Source: an optimization exercise on an open RTL-to-GDS flow (aim: small area, a short achievable clock period and few clock cycles per item). Production flows keep margins and buffers that such runs may drop. The RTL was checked by simulation tests, not by an equivalence proof against the original design.

== build 77 ==
## aes256_core
module aes256_core (
    input  wire         clk,
    input  wire         rst,         
    input  wire         in_valid,
    output wire         in_ready,
    input  wire [255:0] key,
    input  wire [127:0] block_in,
    output wire         out_valid,
    output wire [127:0] block_out
);
Size in the first run: about 1300 flip-flops.
clock: 8.0 ns
lec_check: 0
abc_area: 1
cap_margin: 20
cell_pad_in_sites_detail_placement: 0
cell_pad_in_sites_global_placement: 1
core_margin: 2
core_utilization: 60
cts_buf_list: sky130_fd_sc_hd__clkbuf_4 sky130_fd_sc_hd__clkbuf_8
place_density: 0.72
setup_slack_margin: 5.0
slew_margin: 20
run.sh (not shown) runs the stock make flow with config.mk's settings and CLKGATE_MAP_FILE= SYNTH_SCRIPT=/design/flow/synth_recipe.tcl, a recipe that flattens the netlist after the stock synthesis.
Testbench counts of build 77, summed over its fixed seeds: cycles 26,904, blocks 1,920.
For build 96, these inputs were changed with respect to build 77:
Settings: CORE_UTILIZATION changed from 60 to 70; CTS_BUF_LIST removed (was sky130_fd_sc_hd__clkbuf_4 sky130_fd_sc_hd__clkbuf_8); PLACE_DENSITY changed from 0.72 to 0.8.
Findings:
- Status: build 96 FAILED at global placement without I/O (3_1_place_gp_skip_io) (tool error)
- Per the comparison of build 96 with build 77, synthesized area ~0 delta; synthesized cell count ~0 delta; height of the die -7.3%.
- Of build 96 and build 77, build 77 shows the higher horizontal extent of the die, with build 96 below it.
- Adder and majority cell fraction of the synthesized area delta (build 96 -> build 77): insignificant
Edits applied to the flow inputs when going from build 96 to build 16:
Settings: changing PLACE_DENSITY from 0.8 to 0.72; changing CORE_UTILIZATION from 70 to 60.
### Flow results
- Fraction of synthesized cell area in xor and xnor cells essentially unchanged between build 16 and build 96.
- From build 16 to build 96, number of synthesized flops with an enable pin did not move at all.
- Build 96 never completed, since it errored out during global placement without I/O (3_1_place_gp_skip_io).
- Build 16 was carried through to the last stage, and its layout satisfied the timing, design-rule and antenna checks.
- Delta (build 16 minus build 96): share of synthesized area occupied by flip-flops and latches shows no meaningful change; netlist area before placement about even; number of cell rows has increased; y dimension of the die now larger; width of the die rose 25 um.
Changes in build 60 relative to build 16:
==> flow/flow/run.sh (new file) <==
#!/bin/bash
# The standard layout flow (standard.sh, ORFS), with the smallest plain
# buffer on the ports in place of ORFS's default port buffer. ORFS writes each
# tool's log under orfs/logs; standard.log holds the whole run's output.
export BUFFER_PORTS_ARGS="-buffer_cell sky130_fd_sc_hd__buf_1"
bash standard.sh finish > standard.log 2>&1
==> flow/standard.sh (new file) <==
#!/bin/bash
# synth_recipe.tcl (not shown) runs the flow's synth.tcl, then flattens the netlist and writes it again
# the make line also repeats each setting of config.mk as NAME=value (left out here)
make -C /OpenROAD-flow-scripts/flow DESIGN_CONFIG=/design/flow/config.mk WORK_HOME=/design/flow/orfs CLKGATE_MAP_FILE= SYNTH_SCRIPT=/design/flow/synth_recipe.tcl "${@:-finish}"
removed: flow/run.sh
Every stage of the flow completed for build 60, and the final layout passed the timing, design-rule and antenna checks.
From build 16 to build 60, count of inverters other than clock inverters in the layout did not move at all.
Between build 16 and build 60, the difference in per-cell routed wire length is negligible.
Between build 60 and build 16, the critical path arrival does not differ in any meaningful way.
Diff build 16..build 60 | cell area after technology mapping | unchanged

========
Another version of the RTL of aes256_core (not shown whole).
For scale: about 68,000 µm² of cells after synthesis.
==> flow/config.mk <==
export PLATFORM = sky130hd
export DESIGN_NAME = aes256_core
export DESIGN_NICKNAME = aes256_core
export VERILOG_FILES = /design/flow/design.v
export SDC_FILE = /design/flow/constraint.sdc
export NUM_CORES = 4
export LEC_CHECK = 0
export ABC_AREA = 1
export CAP_MARGIN = 20
export CELL_PAD_IN_SITES_DETAIL_PLACEMENT = 0
export CELL_PAD_IN_SITES_GLOBAL_PLACEMENT = 1
export CORE_MARGIN = 2
export CORE_UTILIZATION = 60
export PLACE_DENSITY = 0.72
export SETUP_SLACK_MARGIN = 4.8
export SLEW_MARGIN = 20
==> flow/constraint.sdc <==
create_clock -name core_clock -period 8.0 [get_ports {clk}]
set_input_delay 1.6000 -clock core_clock [delete_from_list [all_inputs] [get_ports {clk}]]
set_output_delay 1.6000 -clock core_clock [all_outputs]
set_load 0.01 [all_outputs]
standard.sh (not shown) runs the stock make flow with config.mk's settings and CLKGATE_MAP_FILE= SYNTH_SCRIPT=/design/flow/synth_recipe.tcl, a recipe that flattens the netlist after the stock synthesis.
==> flow/flow/run.sh <==
#!/bin/bash
# The standard layout flow (standard.sh, ORFS), with the smallest plain
# buffer on the ports in place of ORFS's default port buffer. ORFS writes each
# tool's log under orfs/logs; standard.log holds the whole run's output.
export BUFFER_PORTS_ARGS="-buffer_cell sky130_fd_sc_hd__buf_1"
bash standard.sh finish > standard.log 2>&1
Testbench counts at the start, summed over its fixed seeds: cycles 26,904, blocks 1,920.
Next try:
Settings changed: CTS_CLUSTER_SIZE set to 30, SETUP_SLACK_MARGIN 4.8 to 5.0.
Result: Routed wire length increases slightly. Setup slack improved by 180 ps. Worst hold slack improved by 7.9 ps. Die area stays the same. Core utilization increases by 1.1 points. Count of clock-buffer cells in the layout is unchanged. Sequential share of layout area decreases by 0.13 points. Design area increases slightly.
Next try:
Settings changed: CORE_UTILIZATION 60 to 65, CTS_CLUSTER_SIZE 30 to unset, PLACE_DENSITY 0.72 to 0.76.
Now the flow aborted during 3_3_place_gp.
Synthesized area does not change.
Synthesized cell count does not change.

what the ideal ports hide:
No port has a modelled driver above. Below, the same layouts with a new extraction and two added sets of constraints. Step 1 sets driving cells, clkbuf_16 on the clock port and buf_2 on the other inputs (assumed; they add their load-dependent delay and slew). Step 2, shift: input delay + t, output delay - t, t = (earliest + latest rising clock arrival at the registers) / 2. This alone moves slack from input paths to output paths. Slacks: no drivers / after step 1 / after step 2; pairs: no drivers / after step 1.
| run | t (ns) | setup WS [ns] | latest minus earliest clock arrival (ns) |
|---|---|---|---|
| build 77 | 0.978 | 4.893 / 4.813 / 5.080 | 0.077 / 0.077 |
| build 16 | 0.833 | 5.028 / 4.946 / 5.094 | 0.026 / 0.026 |
| build 60 | 0.819 | 5.019 / 4.942 / 5.083 | 0.027 / 0.027 |
| the first run of note 2 | 0.827 | 4.831 / 4.759 / 5.062 | 0.047 / 0.048 |
| the second run of note 2 | 0.833 | 5.015 / 4.942 / 5.146 | 0.047 / 0.047 |
After both steps setup and hold are still met in every run listed.
